From an optimization exercise on the open Yosys and OpenROAD flow, aimed at small area, a short achievable clock period and few clock cycles per item; shortcuts taken in it are not production practice. In this exercise RTL edits were held to simulation tests only and were not proved equivalent to the original. Power figures rest on the tool's default switching activity, not on a simulated workload.

==> design/flow/design.v <==
module komm_ring (
    input  wire        clk,
    input  wire        rst,
    input  wire        start,
    input  wire [2:0]  op,
    input  wire [63:0] a,
    input  wire [63:0] b,
    output wire        busy,
    output wire        done,
    output wire        err,
    output wire [7:0]  ecode,
    output wire [63:0] r0,
    output wire [63:0] r1,
    output wire [63:0] r2
);
    localparam [2:0] OP_PADD    = 3'd0,
                     OP_PMUL    = 3'd1,
                     OP_PDIVMOD = 3'd2,
                     OP_PDEG    = 3'd3,
                     OP_PGCD    = 3'd4,
                     OP_PPOW    = 3'd5;
    localparam [2:0] S_IDLE  = 3'd0,
                     S_FIN   = 3'd1,
                     S_SETUP = 3'd2,
                     S_RUN   = 3'd3,
                     S_MUL   = 3'd4,
                     S_POW   = 3'd5;
    function [5:0] deg64;
        input [63:0] x;
        integer i;
        begin
            deg64 = 6'd0;
            for (i = 0; i < 64; i = i + 1)
                if (x[i]) deg64 = i[5:0];
        end
    endfunction
    function [2:0] deg6;
        input [5:0] x;
        integer i;
        begin
            deg6 = 3'd0;
            for (i = 0; i < 6; i = i + 1)
                if (x[i]) deg6 = i[2:0];
        end
    endfunction
    function [63:0] spread;
        input [31:0] x;
        integer i;
        begin
            spread = 64'd0;
            for (i = 0; i < 32; i = i + 1)
                spread[2*i] = x[i];
        end
    endfunction
    reg [2:0]  st;
    reg [2:0]  opq;
    reg [1:0]  ec;
    reg [63:0] R0, P0, R1, P1, R2, P2;
    reg [5:0]  dA, dB;
    reg        role;      
    reg        lost;      
    reg [5:0]  ex;        
    reg        bhi;       
    reg [2:0]  pi;        
    wire [63:0] X   = R0 | P0;
    wire [5:0]  K0  = deg64(X);
    wire        Xz  = ~|X;
    wire        P0z = ~|P0;
    wire        P1z = ~|P1;
    wire        div  = (opq == OP_PDIVMOD);
    wire        tie  = (dA == dB);
    wire        hb   = R0[dA];
    wire [66:0] p0x  = {P0, 3'b000};
    wire [3:0]  top4 = p0x[dA +: 4];     
    wire        lb   = top4[3];
    wire        nz4  = ~|top4;
    wire        my0  = role ? P0[0] : P1[0];
    wire        myz  = role ? P0z : P1z;
    wire [63:0] mx   = role ? P1 : P0;
    wire        mxhi = role ? P1[63] : P0[63];
    wire        done_w  = (st == S_FIN);
    wire        idle_w  = (st == S_IDLE) || done_w;
    wire [63:0] rem0    = R0 ^ (hb ? P0 : 64'd0);
    wire        rem0z   = ~|rem0[62:0];
    wire        myl     = role ? ~|P0[63:1] : ~|P1[63:1];
    wire        P1l     = ~|P1[63:1];
    assign done  = done_w;
    assign busy  = (st != S_IDLE) && !done_w;
    assign err   = (ec != 2'd0);
    assign ecode = {6'd0, ec};
    reg         divq;
    assign r0    = divq ? R1 : R0;
    assign r1    = divq ? R0 : R1;
    assign r2    = R2;
    wire [7:0] nza, nzb, ta, tb;
    genvar g;
    generate
        for (g = 0; g < 8; g = g + 1) begin : g_nz
            assign nza[g] = |a[8*g+7:8*g];
            assign nzb[g] = |b[8*g+7:8*g];
            assign ta[g]  = |nza[7:g];
            assign tb[g]  = |nzb[7:g];
        end
    endgenerate
    wire b_higher = |(tb & ~ta);
    wire run_swap  = tie && lb;               
    wire run_red   = !tie && hb && lb;
    wire run_q0    = !tie && !hb && lb;
    wire run_norm  = hb && !lb;
    wire run_both  = !hb && !lb;
    always @(posedge clk) begin
        if (rst) begin
            st <= S_IDLE;
            ec <= 2'd0;
        end else begin
            if (idle_w) begin
                opq  <= op;
                divq <= (op == OP_PDIVMOD);
                ec   <= 2'd0;
                case (op)
                OP_PADD: begin
                    R0 <= a ^ b;
                    st <= S_FIN;
                end
                OP_PMUL: begin
                    R0   <= 64'd0;
                    P0   <= a;
                    P1   <= b;
                    role <= b_higher;
                    lost <= 1'b0;
                    st   <= S_MUL;
                end
                OP_PDIVMOD: begin
                    R0 <= a;
                    P0 <= b;
                    R1 <= 64'd0;
                    P1 <= 64'd1;
                    st <= S_SETUP;
                end
                OP_PDEG: begin
                    R0 <= a;
                    P0 <= 64'd0;
                    R1 <= 64'd0;
                    P1 <= 64'd0;
                    st <= S_SETUP;
                end
                OP_PGCD: begin
                    R0 <= b;
                    P0 <= a;
                    R1 <= 64'd0;
                    P1 <= 64'd1;
                    R2 <= 64'd1;
                    P2 <= 64'd0;
                    st <= S_SETUP;
                end
                OP_PPOW: begin
                    R0  <= a;
                    P0  <= 64'd0;
                    R1  <= 64'd0;
                    P1  <= 64'd0;
                    R2  <= a;
                    ex  <= b[5:0];
                    bhi <= |b[63:6];
                    st  <= S_SETUP;
                end
                default: begin
                    ec <= 2'd1;
                    st <= S_FIN;
                end
                endcase
                if (!start) st <= S_IDLE;
            end else begin
                case (st)
                S_SETUP: begin
                    dA <= K0;
                    dB <= K0;
                    case (opq)
                    OP_PDEG: begin
                        R0 <= Xz ? {64{1'b1}} : {58'd0, K0};
                        st <= S_FIN;
                    end
                    OP_PDIVMOD: begin
                        if (P0z) begin
                            ec <= 2'd2;
                            st <= S_FIN;
                        end else
                            st <= S_RUN;
                    end
                    OP_PPOW: begin
                        pi <= deg6(ex);
                        if (Xz) begin
                            R0 <= {63'd0, (ex == 6'd0) && !bhi};
                            st <= S_FIN;
                        end else if ((ex == 6'd0) && !bhi) begin
                            R0 <= 64'd1;
                            st <= S_FIN;
                        end else if (X[63:1] == 63'd0) begin
                            st <= S_FIN;    
                        end else if (bhi) begin
                            ec <= 2'd3;     
                            st <= S_FIN;
                        end else begin
                            lost <= 1'b0;
                            st   <= (ex[5:1] == 5'd0) ? S_FIN : S_POW;
                        end
                    end
                    default: st <= P0z ? S_FIN : S_RUN;   
                    endcase
                end
                S_RUN: begin
                    if (run_swap) begin
                        if (div) begin
                            if (hb) begin
                                R0 <= R0 ^ P0;
                                R1 <= R1 ^ P1;
                            end
                            st <= S_FIN;
                        end else begin
                            R0 <= P0;
                            R1 <= P1;
                            R2 <= P2;
                            P0 <= rem0 << 1;
                            if (rem0z) st <= S_FIN;
                            P1 <= (R1 ^ (hb ? P1 : 64'd0)) << 1;
                            P2 <= (R2 ^ (hb ? P2 : 64'd0)) << 1;
                            dB <= dB - 6'd1;
                        end
                    end else if (run_red || run_q0) begin
                        if (run_red) begin
                            R0 <= R0 ^ P0;
                            R1 <= R1 ^ P1;
                            R2 <= R2 ^ P2;
                        end
                        P0 <= P0 >> 1;
                        P1 <= P1 >> 1;
                        P2 <= P2 >> 1;
                        dA <= dA - 6'd1;
                    end else if (run_norm) begin
                        if (nz4) begin
                            P0 <= P0 << 4;
                            P1 <= P1 << 4;
                            P2 <= P2 << 4;
                            dB <= dB - 6'd4;
                        end else begin
                            P0 <= P0 << 1;
                            P1 <= P1 << 1;
                            P2 <= P2 << 1;
                            dB <= dB - 6'd1;
                        end
                    end else begin
                        dA <= dA - 6'd1;
                        dB <= dB - 6'd1;
                    end
                end
                S_MUL: begin
                    if (myl) st <= S_FIN;
                    if (!myz) begin
                        if (my0) begin
                            R0 <= R0 ^ mx;
                            if (lost) ec <= 2'd3;
                        end
                        lost <= lost | mxhi;
                        if (role) begin
                            P1 <= P1 << 1;
                            P0 <= P0 >> 1;
                        end else begin
                            P0 <= P0 << 1;
                            P1 <= P1 >> 1;
                        end
                    end
                end
                S_POW: begin
                    if (P1l && (pi == 3'd0)) st <= S_FIN;
                    if (!P1z) begin
                        if (P1[0]) begin
                            R0 <= R0 ^ P0;
                            if (lost) ec <= 2'd3;
                        end
                        lost <= lost | P0[63];
                        P0 <= P0 << 1;
                        P1 <= P1 >> 1;
                    end else if (pi != 3'd0) begin
                        if (R0[63:32] != 32'd0) ec <= 2'd3;
                        lost <= 1'b0;
                        P0 <= spread(R0[31:0]);
                        R0 <= 64'd0;
                        P1 <= ex[pi - 3'd1] ? R2 : 64'd1;
                        pi <= pi - 3'd1;
                    end
                end
                default: st <= S_IDLE;
                endcase
            end
        end
    end
endmodule
==> design/flow/run.sh <==
#!/bin/bash
# synth_recipe.tcl (not shown) runs the flow's synth.tcl, then flattens the netlist and writes it again
# the make line also repeats each setting of config.mk as NAME=value (left out here)
make -C /OpenROAD-flow-scripts/flow DESIGN_CONFIG=/design/flow/config.mk WORK_HOME=/design/flow/orfs CLKGATE_MAP_FILE= SYNTH_SCRIPT=/design/flow/synth_recipe.tcl finish
==> design/flow/config.mk <==
export PLATFORM = sky130hd
export DESIGN_NAME = komm_ring
export DESIGN_NICKNAME = komm_ring
export VERILOG_FILES = /design/flow/design.v
export SDC_FILE = /design/flow/constraint.sdc
export NUM_CORES = 4
export LEC_CHECK = 0
export CAP_MARGIN = 20
export CORE_MARGIN = 2
export CORE_UTILIZATION = 40
export SETUP_SLACK_MARGIN = 5
export SLEW_MARGIN = 20
==> design/flow/constraint.sdc <==
create_clock -name core_clock -period 10.0 [get_ports {clk}]
set_input_delay 2.0000 -clock core_clock [delete_from_list [all_inputs] [get_ports {clk}]]
set_output_delay 2.0000 -clock core_clock [all_outputs]
set_load 0.01 [all_outputs]
==> notes.md <==
-- tightest hold or removal path, cell delays in order, from the launching register on --
cell                      delay [ns]
sky130_fd_sc_hd__dfxtp_1        0.36
sky130_fd_sc_hd__a21oi_1        0.13
sky130_fd_sc_hd__nor3_1         0.05
-- state kept, by name (all words and copies together), names as in the netlist, 2 cells and up --
register  count
P0           64
P1           64
P2           64
R0           64
R1           64
R2           64
dA            6
dB            6
ex            6
opq           3
pi            3
st            3
ec            2
-- cells in the final DEF, fill, tap and decap left out, types with 18 or more instances in the layout --
cell and n:
sky130_fd_sc_hd__nand2_1 752, sky130_fd_sc_hd__edfxtp_1 412, sky130_fd_sc_hd__o21ai_0 385, sky130_fd_sc_hd__a21oi_1 371, sky130_fd_sc_hd__nor2_1 355, sky130_fd_sc_hd__clkdlybuf4s50_1 319
sky130_fd_sc_hd__xor2_1 270, sky130_fd_sc_hd__o211ai_1 228, sky130_fd_sc_hd__nand3_1 227, sky130_fd_sc_hd__a211oi_1 224, sky130_fd_sc_hd__mux2i_1 182, sky130_fd_sc_hd__inv_1 143
sky130_fd_sc_hd__a221o_1 122, sky130_fd_sc_hd__xnor2_1 118, sky130_fd_sc_hd__mux2_2 103, sky130_fd_sc_hd__buf_4 91, sky130_fd_sc_hd__a222oi_1 71, sky130_fd_sc_hd__ha_1 69
sky130_fd_sc_hd__nor4_1 63, sky130_fd_sc_hd__o22a_1 62, sky130_fd_sc_hd__clkbuf_16 56, sky130_fd_sc_hd__nor3_1 47, sky130_fd_sc_hd__a221oi_1 38, sky130_fd_sc_hd__nand4_1 30
sky130_fd_sc_hd__mux4_2 29, sky130_fd_sc_hd__clkinv_1 24, sky130_fd_sc_hd__a41oi_1 24, sky130_fd_sc_hd__o22ai_1 18
-- how the worst max path moves through the flow --
| stage | from | cells after the start | endpoint | slack (ns) |
|---|---|---|---|---|
| after floorplan | op[1] | 6 | R0[0] | 4.86 |
| final | b[12] | 10 | role | 4.86 |
| after global placement | dA[1] | 12 | st[1] | 4.13 |
| after global routing | b[12] | 10 | role | 4.92 |
| after detailed placement | P1[44] | 10 | R0[17] | 4.18 |
| after CTS | divq | 3 | r0[35] | 5.01 |
-- layout make-up --
class	instances	area, um2
timing repair buffer	444	4392
tap	1391	1740
sequential	417	12480
multi-input combinational	4113	27420
clock buffer	64	1389
fill	10230	57220
clock inverter	28	291.5
inverter	165	628.1
antenna	2	5.005
-- power by group through the flow --
stage          clock network, mW  logic (mW)  registers, mW
3_3_place_gp                   0        2.85           2.72
4_1_cts                     1.99        2.90           2.69
5_1_grt                     2.05        3.19           2.73
3_5_place_dp                   0        2.87           2.72
2_1_floorplan                  0        1.93           2.35
6_report                    2.01        3.08           2.74
-- per-layer routing --
| metal | share of wire | track usage | wire [um] |
|---|---|---|---|
| met5 | 0.00069 | 0 | 161 |
| met4 | 0.055 | 0.1695 | 12860 |
| met3 | 0.18 | 0.1766 | 42090 |
| met2 | 0.39 | 0.5432 | 90420 |
| met1 | 0.38 | 0.5600 | 87970 |
-- kinds of logic after synthesis --
logic type / after synthesis / synth area share
and+or+nand+nor: 1585 / 0.1600
buffers and inverters: 753 / 0.07640
DFF: 417 / 0.2919
AOI/OAI and AO/OA: 1743 / 0.2825
xor gates and xnor gates: 388 / 0.07953
muxes: 321 / 0.08937
other: 1 / 0.00008776
adders and majority gates: 69 / 0.02021
-- timing repair --
item                                    in CTS  in global routing
cloned                                       2                  2
gates resized for setup                     35                 28
endpoints found under the hold margin        0                  0
endpoints found under the setup margin     655                412
pin swaps                                    1                  3
setup buffers                                2                  7
==> notes.md <==
The flow ran to the end and the layout has no timing, DRC or antenna violations. TritonCTS built the clock tree. The worst-skew pair later-pin latency came out at 0.67 ns. The final-report max-slew violation count came out at 0. The worst setup path is launched from a primary input. The largest fanout of any net on the critical path came out at 7.

The core area is 105600 um2. Setup repair after global routing could not meet its margin everywhere. The residual DRC count came out at 0. The sum of net half-perimeters after detailed placement came out at 158.5 mm. Excluding fillers, the count of instances in the completed layout stands at 6624. The transition time of the tightest slew-check pin came out at 1.237 ns. The routed wirelength normalized by instance count is 35.25 um. The first-pass iteration count of the detailed router is 13. The count of cells along the worst register-to-register path is 12. The setup-violating endpoint count in the final report is 0.

The starting density of the core came out at 0.4048. The number of nets with antenna violations after routing came out at 0. Counting flops with a built-in enable in the synthesized netlist gives 412. The count of hold-fix buffers inserted at cts is 0. Summed over all nets, the switching power comes to 3.401 mW. The buffering stage count on the worst path with inverters included is 1. The final weighted congestion in routability-driven placement came out at 1.046.

The proportion of power drawn by flip-flops and latches is 0.350. The power after layout is 7.829 mW. The total count of hold-check failures in the final report came to 0. The wire length of the first global-routing pass is 323.1 mm. The fraction of power spent switching nets is 0.4343.

The highest clock rate came out at 194.6 MHz. The number of sinks driven by the clock tree came out at 417. After the first detailed-routing iteration, the DRC count stood at 9969. The number of instances in the placed design came out at 6517. The via count of the first global-routing pass is 42030. The number of different library cells in the post-synthesis netlist came out at 100.

Entering global routing, the biggest net connects 187 pins. The number of H-tree branching levels came out at 2. The total overflow reported by the global router is 0. For this block, the via count after detailed routing is 47700. The share of flip-flops with an asynchronous set or reset came out at 0. In this run the critical register-to-register path is launched from dA[0].

The die height came out at 330.8 um. In this run the cell area measured after placement is 46230 um2. The signal on the critical path passes through clkdlybuf4s50_1 > or4_1 > nor2_1 > a21oi_1 > o211ai_1 > a31oi_2 > o211ai_1 > a31oi_1 > o211ai_1 > a31oi_1. The maximum number of buffers from clock root to sink came out at 3. The initial antenna violation count was 5. In this run the clock root is driven by a sky130_fd_sc_hd__clkbuf_16. Synthesis produced 5277 cells.

The worst setup path is of the in2reg kind. The share of the Yosys chip area taken by registers is 0.2919. Among the stages of the critical path, the cell type that occurs most often is sky130_fd_sc_hd__o211ai_1. The final design area excluding fillers is 48340 um2.

The data required time at the worst endpoint came out at 10.37 ns. The worst vdd rail ir drop came out at 138.7 uV. The post-route core utilization is 0.4579. A synthesized cell averages 8.097 um2. For this run, the post-layout net count is 5397. In this run the critical register-to-register path is captured at st[1]. Yosys attributes the largest share of cell area to sky130_fd_sc_hd__edfxtp_1 (29%), sky130_fd_sc_hd__nand2_1 (6.6%), sky130_fd_sc_hd__xor2_1 (5.5%), sky130_fd_sc_hd__o21ai_0 (4.5%), sky130_fd_sc_hd__a21oi_1 (4.3%). For this run, the total global-route usage over all layers was measured as 0.4054. For this run, the number of Yosys warnings is 1. The total power density per cell area came out at 162.0 nW/um2. The cell type with the largest total area after synthesis is sky130_fd_sc_hd__edfxtp_1. For this run, the slowest stage of the critical path takes 0.62 ns. The fraction of synthesized cell area taken by the top area cell type is 0.2895.

The slack of the worst reg-to-reg path came out at 4.88 ns. The headroom to the max-slew limit is 0.1683. The worst hold path startpoint is ec[1]. Dividing the detail-routed via count by the number of cells gives 7.201. STA classifies the critical path endpoint as a flop. The top-level port count came out at 337. The fraction of final layout cells sized beyond drive strength 1 came out at 0.07972. The final worst clock skew came out at 0.02237 ns.

The setup slack after layout came out at 4.860 ns. The static leakage power is 17.23 nW. The routed wire length came out at 233.5 mm. In this run the core area contains 119 standard-cell rows.

The number of buffers added by the clock tree synthesis step is 53. The destination of the worst hold path is ec[1]. During placement, the flow inserted port buffers numbering 330. The tool flagged a number of max-cap violations equal to 0. Of the available clock period, the critical path in the final layout requires 0.5140. The commonest cells after synthesis are sky130_fd_sc_hd__nand2_1 (755), sky130_fd_sc_hd__clkbuf_1 (424), sky130_fd_sc_hd__edfxtp_1 (412), sky130_fd_sc_hd__o21ai_0 (387), sky130_fd_sc_hd__a21oi_1 (371). The worst hold path belongs to the class reg2reg. After clock tree synthesis, the clock-pin slew on the worst setup and hold paths is 0.07 ns.

The total die area is 109500 um2. The setup slack after placement is 4.185 ns. The worst hold path passes through 2 cells. The setup TNS came out at 0 ns. The most instantiated library cell after synthesis is sky130_fd_sc_hd__nand2_1. Of the total power, the clock network draws 0.257. The kind of cell adding the most delay to the critical path is compound AO/OA/AOI/OAI gates.

For the finished layout, the period the worst path requires is 5.140 ns. The data arrival time of the critical path is 5.51 ns. The width of the die is 330.8 um. The most instantiated flip-flop cell in the synthesis netlist is sky130_fd_sc_hd__edfxtp_1. The synthesized flop and latch total came out at 417.

The share of total power dissipated in combinational logic is 0.393. The critical path's slowest cell is sky130_fd_sc_hd__o211ai_1. The internal power of the cells came out at 4.429 mW. The final hold slack came out at 0.5745 ns.

The post-synthesis instance area came out at 42730 um2. From synthesis to final layout, the design area changed by 13.14%.
Testbench counts, summed over its fixed seeds: cycles 58,639, items 2,400.

[what the ideal ports hide]
How much do the figures lean on ideal ports? The routed layout below was timed once more, with nothing changed but the port constraints.
Step 1: set_driving_cell puts a clkbuf_16 on clk and a buf_2 on each other input, an assumption about the parent block.
Step 2, shift: input delay + t, output delay - t, t = (earliest + latest rising clock arrival at the registers) / 2. This alone moves slack from input paths to output paths.
Slacks: ideal / step 1 / step 2; pairs: ideal / step 1.
t (ns): 0.739
setup slack, ns: 4.860 / 4.809 / 4.175
worst slew at a driven data input, ns: 0.07
After both steps setup and hold are still met in this run. The setup slack of this run moves by -0.051 ns with the drivers and by -0.685 ns with both steps.
